From an optimization exercise on the open Yosys and OpenROAD flow, aimed at small area, a short achievable clock period and few clock cycles per item; shortcuts taken in it are not production practice.
The RTL was checked by simulation tests, not by an equivalence proof against the original design.
Power is estimated from default activity; no workload was simulated.

==> flow/design.v, too long to show whole: its modules and the start of the top module <==
// module cpre_clamp01: 10 lines
// module cpre_rne_shr25: 18 lines
// module cpre_rne_shr25n: 19 lines
// module cpre_rne_shr25f: 11 lines
// module cpre_norm25: 14 lines
// module cpre_hfront: 23 lines
// module cpre_hback: 36 lines
// module cpre_oms: 19 lines
// module cpre_rnd48: 12 lines
// module cpre_sga_post: 51 lines
// module cpre_mul_post: 18 lines
// module cpre_chan: 21 lines
// module cpre_postchan: 33 lines
// module cpre_perm: 20 lines
// module cpre_benc: 16 lines
// module cpre_mul24e: 1919 lines
// module cpre_hsv2rgb: 214 lines
module cpre_hsv2rgb (
    input  wire        clk,
    input  wire        rst,
    input  wire        in_valid,
    output wire        in_ready,
    input  wire [31:0] in_h,
    input  wire [31:0] in_s,
    input  wire [31:0] in_v,
    output reg         out_valid,
    input  wire        out_ready,
    output reg  [15:0] out_r,
    output reg  [15:0] out_g,
    output reg  [15:0] out_b
);
  // ...
==> flow/run.sh <==
#!/bin/bash
# synth_recipe.tcl (not shown) runs the flow's synth.tcl, then flattens the netlist and writes it again
# the make line also repeats each setting of config.mk as NAME=value (left out here)
make -C /OpenROAD-flow-scripts/flow DESIGN_CONFIG=/design/flow/config.mk WORK_HOME=/design/flow/orfs CLKGATE_MAP_FILE= SYNTH_SCRIPT=/design/flow/synth_recipe.tcl finish
==> flow/config.mk <==
export PLATFORM = sky130hd
export DESIGN_NAME = cpre_hsv2rgb
export DESIGN_NICKNAME = cpre_hsv2rgb
export VERILOG_FILES = /design/flow/design.v
export SDC_FILE = /design/flow/constraint.sdc
export NUM_CORES = 4
export LEC_CHECK = 0
export ABC_AREA = 1
export CAP_MARGIN = 20
export CORE_MARGIN = 2
export CORE_UTILIZATION = 55
export SLEW_MARGIN = 20
==> flow/constraint.sdc <==
create_clock -name core_clock -period 30.0 [get_ports {clk}]
set_input_delay 6.0000 -clock core_clock [delete_from_list [all_inputs] [get_ports {clk}]]
set_output_delay 6.0000 -clock core_clock [all_outputs]
set_load 0.01 [all_outputs]
==> key figures, run 1 <==
Power
  • Pwr/cell area: 119 mW/mm^2
  • Clk pwr: 1.01 mW

Final layout
  • Multi-In Gates: 9004
  • Fillers: 16000
  • Buffering overhead: 0.0251
  • Layout overhead on the synthesized area: 6.16%
  • Register area: 0.0228 sq mm
  • Most frequent cells in the layout: 2314 x nand2_1, 1980 x inv_1, 1106 x xor2_1, 851 x o22ai_1, 793 x nor2_1
  • Share of cells above drive strength 1: 0.0372
  • Sequential share of cell area: 0.223
  • Buffers excl. clock: 290
  • Ant. Diodes: 3

CTS
  • Hold_buf cts: 0
  • Bufs on Longest Clock Path: 3

STA
  • Fin crit period: 9.46 ns
  • Fin Hold WS: 0.409 ns
  • Setup TNS: 0 ns
  • Period utilization: 0.315

Detailed routing
  • Vias/cell: 6.01
  • DR WL met2: 139 mm
  • Wire length on met3: 32.7 mm
  • Top routing layer used: met5

Die
  • Rows: 153
  • # IOs: 150
  • Die area: 0.179 sq mm

GRT
  • Routing usage on met3: 0.0771

Place
  • Number of port buffers: 149

Critical path
  • Setup crit end kind: register
  • CP arrival: 9.93 ns
  • Number of cells on the critical path: 32

Run status
  • Status: finished clean

Logic synthesis
  • Distinct cells, synth: 76
  • Post-synth EDFFs: 753
Testbench counts, summed over its fixed seeds: cycles 16,056, items 16,000.
==> module cpre_hsv2rgb, before the edit <==
module cpre_hsv2rgb (
    input  wire        clk,
    input  wire        rst,
    input  wire        in_valid,
    output wire        in_ready,
    input  wire [31:0] in_h,
    input  wire [31:0] in_s,
    input  wire [31:0] in_v,
    output reg         out_valid,
    input  wire        out_ready,
    output reg  [15:0] out_r,
    output reg  [15:0] out_g,
    output reg  [15:0] out_b
);
    reg  skid_v;
    reg  rdy;                    
    wire adv = !skid_v;
    assign in_ready = rdy;
    reg vld0, vld1, vld2, vld3, vld4, vld5;
    wire [30:0] h_c, s_c, v_c;
    cpre_clamp01 u_ch (.a(in_h), .y(h_c));
    cpre_clamp01 u_cs (.a(in_s), .y(s_c));
    cpre_clamp01 u_cv (.a(in_v), .y(v_c));
    reg [30:0] h0, s0, v0;
    always @(posedge clk)
        if (adv) begin
            h0 <= h_c;
            s0 <= s_c;
            v0 <= v_c;
        end
    wire [24:0] hr_w;
    wire        hhi_w;
    wire [1:0]  hkl_w;
    wire [4:0]  hd_w;
    wire        htiny_w, hnear_w;
    cpre_hfront u_hf (.h(h0), .r(hr_w), .hi(hhi_w), .kl(hkl_w), .d(hd_w),
                      .tiny(htiny_w), .near(hnear_w));
    wire [23:0] asn_w;
    wire [4:0]  lzp_w;
    wire        asz_w;
    cpre_oms  u_oms (.s(s0), .an(asn_w), .lz(lzp_w), .zero(asz_w));
    wire [38:0] ve_w1;
    cpre_benc u_ev1 (.b({1'b1, v0[22:0]}), .e(ve_w1));
    reg [24:0] hr1;
    reg [1:0]  hkl1;
    reg [4:0]  hd1;
    reg        htiny1, hnear1;
    reg [23:0] asn1;
    reg [38:0] ve1;
    reg [4:0]  lzp1;
    reg        zp1;
    reg [30:0] s1, v1;
    always @(posedge clk)
        if (adv) begin
            hr1    <= hr_w;
            hkl1   <= hkl_w;
            hd1    <= hd_w;
            htiny1 <= htiny_w;
            hnear1 <= hnear_w;
            asn1 <= asn_w;
            ve1  <= ve_w1;
            lzp1 <= lzp_w;
            zp1  <= asz_w || (v0[30:23] == 8'd0);
            s1   <= s0;
            v1   <= v0;
        end
    wire [2:0]  sec_w;
    wire [23:0] gn_w;
    wire [4:0]  lzg_w;
    wire        gz_w;
    cpre_hback u_hb (.r(hr1), .kl(hkl1), .d(hd1), .tiny(htiny1), .near(hnear1),
                     .sector(sec_w), .gn(gn_w), .lz(lzg_w), .gz(gz_w));
    wire [47:0] pmp;
    cpre_mul24e u_mp (.a(asn1), .e(ve1), .y(pmp));
    wire [38:0] se_w;
    cpre_benc u_es (.b({1'b1, s1[22:0]}), .e(se_w));
    reg [2:0]   sec2;
    reg [23:0]  gn2;
    reg [4:0]   lzg2;
    reg         zg2;
    reg [38:0]  se2;
    reg [7:0]   es2;
    reg [30:0]  v2;
    reg [47:22] pmp2;
    reg         stp2;
    reg [4:0]   lzp2;
    reg         zp2;
    always @(posedge clk)
        if (adv) begin
            sec2 <= sec_w;
            gn2  <= gn_w;
            lzg2 <= lzg_w;
            zg2  <= (s1[30:23] == 8'd0) || gz_w;
            se2  <= se_w;
            es2  <= s1[30:23];
            v2   <= v1;
            pmp2 <= pmp[47:22];
            stp2 <= |pmp[21:0];
            lzp2 <= lzp1;
            zp2  <= zp1;
        end
    wire [47:0] pmg;
    cpre_mul24e u_mg (.a(gn2), .e(se2), .y(pmg));
    wire [15:0]       cp_w;
    cpre_postchan u_pp (.pm(pmp2), .st21(stp2), .e(v2[30:23]), .lz(lzp2), .zero(zp2),
                        .c(cp_w));
    reg [2:0]   sec3;
    reg [47:22] pmg3;
    reg         stg3;
    reg [4:0]   lzg3;
    reg         zg3;
    reg [7:0]   es3;
    reg [30:0]  v3;
    reg [15:0]  cp3;
    always @(posedge clk)
        if (adv) begin
            sec3 <= sec2;
            pmg3 <= pmg[47:22];
            stg3 <= |pmg[21:0];
            lzg3 <= lzg2;
            zg3  <= zg2;
            es3  <= es2;
            v3   <= v2;
            cp3  <= cp_w;
        end
    wire [23:0] axn;
    wire [4:0]  lzx;
    wire        axz;
    cpre_sga_post u_sgp (.pm(pmg3), .st21(stg3), .e(es3), .lz(lzg3), .zero(zg3),
                         .an(axn), .alz(lzx), .az(axz));
    wire [38:0] ve_w;
    cpre_benc u_ev (.b({1'b1, v3[22:0]}), .e(ve_w));
    wire [15:0] cv_w;
    cpre_chan u_chv (.ym({1'b1, v3[22:0]}), .ye($signed({2'b00, v3[30:23]})),
                     .yz(v3[30:23] == 8'd0), .c(cv_w));
    reg [2:0]  sec4;
    reg [23:0] axn4;
    reg [4:0]  lzx4;
    reg        zx4;
    reg [38:0] ve4;
    reg [7:0]  ev4;
    reg [15:0] cv4, cp4;
    always @(posedge clk)
        if (adv) begin
            sec4 <= sec3;
            axn4 <= axn;
            lzx4 <= lzx;
            zx4  <= axz || (v3[30:23] == 8'd0);
            ve4  <= ve_w;
            ev4  <= v3[30:23];
            cv4  <= cv_w;
            cp4  <= cp3;
        end
    wire [47:0] pmx;
    cpre_mul24e u_mx (.a(axn4), .e(ve4), .y(pmx));
    reg [2:0]   sec5;
    reg [47:22] pmx5;
    reg         stx5;
    reg [4:0]   lzx5;
    reg         zx5;
    reg [7:0]   ev5;
    reg [15:0]  cv5, cp5;
    always @(posedge clk)
        if (adv) begin
            sec5 <= sec4;
            pmx5 <= pmx[47:22];
            stx5 <= |pmx[21:0];
            lzx5 <= lzx4;
            zx5  <= zx4;
            ev5  <= ev4;
            cv5  <= cv4;
            cp5  <= cp4;
        end
    wire [15:0]       cx_w;
    cpre_postchan u_px (.pm(pmx5), .st21(stx5), .e(ev5), .lz(lzx5), .zero(zx5),
                        .c(cx_w));
    wire [15:0] r_w, g_w2, b_w;
    cpre_perm u_perm (.sector(sec5), .cv(cv5), .cp(cp5), .cx(cx_w),
                      .r(r_w), .g(g_w2), .b(b_w));
    reg [47:0] skid;
    wire arrive   = adv && vld5;
    wire out_free = !out_valid || out_ready;
    always @(posedge clk) begin
        if (skid_v ? out_ready : (arrive && out_free))
            {out_r, out_g, out_b} <= skid_v ? skid : {r_w, g_w2, b_w};
        if (arrive && !out_free)
            skid <= {r_w, g_w2, b_w};
    end
    wire skid_n = skid_v ? !out_ready : (arrive && !out_free);
    always @(posedge clk) begin
        if (rst) begin
            vld0 <= 1'b0; vld1 <= 1'b0; vld2 <= 1'b0;
            vld3 <= 1'b0; vld4 <= 1'b0; vld5 <= 1'b0;
            skid_v    <= 1'b0;
            rdy       <= 1'b1;
            out_valid <= 1'b0;
        end else begin
            if (adv) begin
                vld0 <= in_valid;
                vld1 <= vld0;
                vld2 <= vld1;
                vld3 <= vld2;
                vld4 <= vld3;
                vld5 <= vld4;
            end
            skid_v <= skid_n;
            rdy    <= !skid_n;
            if (!skid_v) begin
                if (arrive && out_free) out_valid <= 1'b1;
                else if (out_ready)     out_valid <= 1'b0;
            end
        end
    end
endmodule
==> run 2, diff against run 1 <==
--- a/flow/design.v
+++ b/flow/design.v
@@ -285,22 +285,2 @@
 endmodule
-module cpre_perm (
-    input  wire [2:0]  sector,
-    input  wire [15:0] cv,
-    input  wire [15:0] cp,
-    input  wire [15:0] cx,       
-    output reg  [15:0] r,
-    output reg  [15:0] g,
-    output reg  [15:0] b
-);
-    always @(*) begin
-        case (sector)
-            3'd0:    begin r = cv; g = cx; b = cp; end
-            3'd1:    begin r = cx; g = cv; b = cp; end
-            3'd2:    begin r = cp; g = cv; b = cx; end
-            3'd3:    begin r = cp; g = cx; b = cv; end
-            3'd4:    begin r = cx; g = cp; b = cv; end
-            default: begin r = cv; g = cp; b = cx; end
-        endcase
-    end
-endmodule
 module cpre_benc (
@@ -2395,3 +2375,14 @@
     cpre_mul24e u_mx (.a(axn4), .e(ve4), .y(pmx));
-    reg [2:0]   sec5;
+    reg [8:0] sel_w;
+    always @(*) begin
+        case (sec4)
+            3'd0:    sel_w = 9'b100_001_010;    
+            3'd1:    sel_w = 9'b001_100_010;    
+            3'd2:    sel_w = 9'b010_100_001;    
+            3'd3:    sel_w = 9'b010_001_100;    
+            3'd4:    sel_w = 9'b001_010_100;    
+            default: sel_w = 9'b100_010_001;    
+        endcase
+    end
+    reg [8:0]   sel5;
     reg [47:22] pmx5;
@@ -2404,3 +2395,3 @@
         if (adv) begin
-            sec5 <= sec4;
+            sel5 <= sel_w;
             pmx5 <= pmx[47:22];
@@ -2416,5 +2407,9 @@
                         .c(cx_w));
-    wire [15:0] r_w, g_w2, b_w;
-    cpre_perm u_perm (.sector(sec5), .cv(cv5), .cp(cp5), .cx(cx_w),
-                      .r(r_w), .g(g_w2), .b(b_w));
+    wire [8:0]  sel = sel5 & {9{!skid_v}};
+    wire [15:0] r_w = ({16{sel[8]}} & cv5) | ({16{sel[7]}} & cp5) | ({16{sel[6]}} & cx_w)
+                    | ({16{skid_v}} & skid[47:32]);
+    wire [15:0] g_w2 = ({16{sel[5]}} & cv5) | ({16{sel[4]}} & cp5) | ({16{sel[3]}} & cx_w)
+                    | ({16{skid_v}} & skid[31:16]);
+    wire [15:0] b_w = ({16{sel[2]}} & cv5) | ({16{sel[1]}} & cp5) | ({16{sel[0]}} & cx_w)
+                    | ({16{skid_v}} & skid[15:0]);
     reg [47:0] skid;
@@ -2424,3 +2419,3 @@
         if (skid_v ? out_ready : (arrive && out_free))
-            {out_r, out_g, out_b} <= skid_v ? skid : {r_w, g_w2, b_w};
+            {out_r, out_g, out_b} <= {r_w, g_w2, b_w};
         if (arrive && !out_free)
==> run 2 against run 1 <==
Synthesized cell count fell by 0.88%. Design area rose by 0.15%. Combinational power rose by 11%. Total power rose by 10%. Count of clock-buffer cells in the layout rose by 5. Sequential cell count rose by 6. Synthesized area fell by 0.22%. Non-clock buffer count rose by 6. Worst setup slack improved by 1.1 ns. Global-route usage fell by 0.37 points. Critical endpoint is now cp3[1]$_SDFFCE_PP0N_.
==> key figures, run 2 <==
Run status
  • Status: finished clean

STA
  • Slew Limit Headroom: 0.215
  • RSZ-0062 raised after global routing: no
  • Setup violators final: 0
  • Worst Skew: 0.0297 ns
  • Final Slew Violations: 0
  • Worst Tran Pin Value: 1.18 ns
  • Setup TNS: 0 ns (unchanged)
  • Achievable Freq: 120 MHz
  • Fin crit period: 8.35 ns (-1.11 ns)
  • Final hold violations: 0
  • Period utilization: 0.278 (-0.0371)

Detailed routing
  • Routed WL: 312 mm
  • Initial DRC Count: 9315
  • Drt wl/cell: 21.5 microns
  • Post-route ant nets: 0
  • DR DRC count: 0
  • Vias: 87100
  • Vias/cell: 6.00 (-0.28%)
  • Drt first pass iters: 7

CTS
  • Post-CTS Resized: 0
  • Clock-pin slew on the worst setup and hold paths: 0.06 ns
  • CTS Buf Count: 91
  • Root Buffer: clkbuf_16
  • Bufs on Longest Clock Path: 3 (unchanged)
  • Post-CTS Setup Inserts: 0
  • Clock latency on the worst-skew pair: 0.71 ns
  • Num Clock Sinks: 768
  • H-tree depth: 3
  • CTS tree: built
  • Hold_buf cts: 0 (unchanged)

Place
  • Number of port buffers: 149 (unchanged)
  • Placed inst area: 0.0994 sq mm
  • Hpwl dp: 232 mm
  • Final Wtd Congestion: 0.967

Logic synthesis
  • FF+latch count, synth: 768
  • Post-synth top area cell: edfxtp_1
  • Share of the synthesized area in the top cell type: 0.237
  • Main synth FF type: edfxtp_1
  • Syn Area/Cell: 7.81 sq um
  • Post-synth EDFFs: 759 (+0.80%)
  • Post-synth top cells: 2234 x nand2_1, 1969 x inv_1, 1084 x xor2_1
  • Mapped Cells: 12300
  • Distinct cells, synth: 81 (+6.6%)
  • Seq/Total Area, Yosys: 0.239
  • Syn Std Cell Area: 0.0962 sq mm
  • Ys async rst share: 0
  • Synth top area cells: edfxtp_1 24%, fa_1 16%, xor2_1 9.9%
  • YS warnings: 6
  • Most frequent cell after synthesis: nand2_1

Die
  • Chip height: 422 microns
  • CORE AREA: 0.174 sq mm
  • Die area: 0.178 sq mm (-0.22%)
  • Initial core utilization: 0.554
  • # IOs: 150 (unchanged)
  • Die Wd: 422 microns
  • Rows: 153 (unchanged)

Critical path
  • Setup crit end kind: register
  • CP arrival: 8.90 ns (-1.03 ns)
  • Req. time, crit path: 30.55 ns
  • WS Path Type: reg -> reg
  • Worst setup SP type: register
  • CP max FO: 32

Hold path
  • Worst Hold Class: reg -> reg

GRT
  • Vias in the first global route: 86200
  • Total GRT Usage: 0.344
  • First-pass GRT wire length: 485 mm
  • Largest net degree at the start of global routing: 79
  • Overflow after GRT: 0
  • Antenna violations before repair: 6

Final layout
  • Footprint of the multi-input gates: 0.0631 sq mm
  • Biggest register: skid
  • Share of cells above drive strength 1: 0.0420 (+0.00478)
  • Fillers: 16100 (+1.0%)
  • Register area: 0.0230 sq mm (+0.80%)
  • Largest register FFs: 48
  • Fin area: 0.103 sq mm
  • Top flop regs: skid: 48 flops, se2: 35 flops, ve4: 35 flops
  • Layout overhead on the synthesized area: 6.55%
  • Nets: 13500
  • Most frequent cells in the layout: 2234 x nand2_1, 1968 x inv_1, 1083 x xor2_1, 863 x o22ai_1, 826 x nor2_1
  • Commonest non-fill, non-tap cell in the layout: nand2_1

Power
  • Lkg Pwr: 47.3 nW
  • Pwr/cell area: 131 mW/mm^2 (+10%)
  • Peak supply drop: 0.199 mV

Run
  • Max-Cap Viols: 0
==> run 2: cell type report <==
class / count / share of cell area
Antenna cell: 1 / 0.0000244
Clock buffer: 104 / 0.0229
Clock inverter: 62 / 0.00736
Inverter: 2077 / 0.0762
Multi-Input combinational cell: 8896 / 0.616
Sequential cell: 768 / 0.224
Tap cell: 2325 / 0.0284
Timing Repair Buffer: 296 / 0.0254
==> run 2: power breakdown <==
group / total (mW) / internal (mW) / switching, mW
Clock: 1.14 / 0.673 / 0.471
Combinational: 10.5 / 3.58 / 6.96
Sequential: 1.75 / 1.63 / 0.113
Total: 13.4 / 5.89 / 7.54
==> run 2: final timing paths <==
path                           start                   end  slack, ns  depth (start not counted)
hold / removal      v1[18]$_DFFE_PN_      v2[18]$_DFFE_PN_       0.41                          0
setup / recovery  pmp2[47]$_DFFE_PN_  cp3[1]$_SDFFCE_PP0N_      21.65                         26
hold reg to reg     v1[18]$_DFFE_PN_      v2[18]$_DFFE_PN_       0.41                          0
setup reg to reg  pmp2[47]$_DFFE_PN_  cp3[1]$_SDFFCE_PP0N_      21.65                         26
==> run 2: stage by stage <==
step	total power, mW	cells	utilization	setup slack, ns	hold WS, ns
after floorplan	9.30	12300	-	12.34	0.400
after global placement	12.0	14400	0.572	21.60	0.401
after detailed placement	12.1	14400	0.572	21.52	0.405
after CTS	13.3	14500	0.590	21.84	0.391
after global routing	14.7	14500	0.590	20.85	0.413
final	13.4	14500	0.590	21.65	0.406
==> run 2: routing by layer <==
| metal | wire length, microns | up-vias | global-route usage |
|---|---|---|---|
| met5 | 68 | - | 0 |
| met4 | 16100 | 10 | 0.153 |
| met3 | 30300 | 1018 | 0.0723 |
| met2 | 140000 | 4554 | 0.546 |
| met1 | 126000 | 41400 | 0.452 |
| li1 | - | 40200 | - |
==> run 2: cell families after synthesis <==
logic type	after synthesis	synth area share
and+or+nand+nor	4166	0.183
buffers and inverters	2651	0.106
AOI/OAI and AO/OA	2285	0.140
adders and majority gates	1243	0.222
xor gates and xnor gates	1178	0.108
DFF	768	0.239
muxes	21	0.00218
other	1	0.0000390
==> run 2: critical path, cell delays in order, from the launching register on <==
cell and delay (ns):
edfxtp_1 1.01, inv_2 0.33, nand2_1 0.14, nand2_1 0.10
nor4_1 0.32, nand4_1 0.19, o21ai_2 0.41, nand2_1 0.15
nor3_1 0.28, nand2_1 0.10, nor2_1 0.24, nand2_1 0.22
ha_1 0.40, a21oi_1 0.21, o21a_1 0.15, nor2_1 0.05
a2111oi_0 0.46, nand2_1 0.30, xor2_2 0.82, ha_1 0.30
ha_1 0.55, clkinv_1 0.63, nand3_1 0.30, nand3_1 0.14
a21oi_1 0.17, nand2_1 0.07, a21oi_1 0.15
Testbench counts of run 2, summed over its fixed seeds: cycles 16,056, items 16,000.

## what the ideal ports hide
The results above use ideal ports. As a check the final layouts listed here were re-extracted and re-timed, cells and wires unchanged. Step 1: set_driving_cell puts a clkbuf_16 on clk and a buf_2 on each other input, an assumption about the parent block. Step 2 adds t to the input delays and takes it off the output delays; t is the mean of the earliest and latest rising clock arrival at the registers after step 1. Input paths then give back, and output paths get back, about the clock's delay inside the block. Three values: no drivers, after step 1, after step 2; two values: the first two.
run	t (ns)	slack for setup (ns)	hold slack, ns	worst setup path at the end	worst slew at a driven data input, ns
run 1	0.798	20.539 / 20.539 / 20.539	0.409 / 0.409 / 0.409	register to register	0.05
run 2	0.798	21.651 / 21.651 / 21.551	0.406 / 0.406 / 0.406	input to register	0.05
After both steps setup and hold are still met in every run listed. For run 2, which loses most, drivers alone change the setup slack by 0.000 ns; drivers and shift together by -0.100 ns.
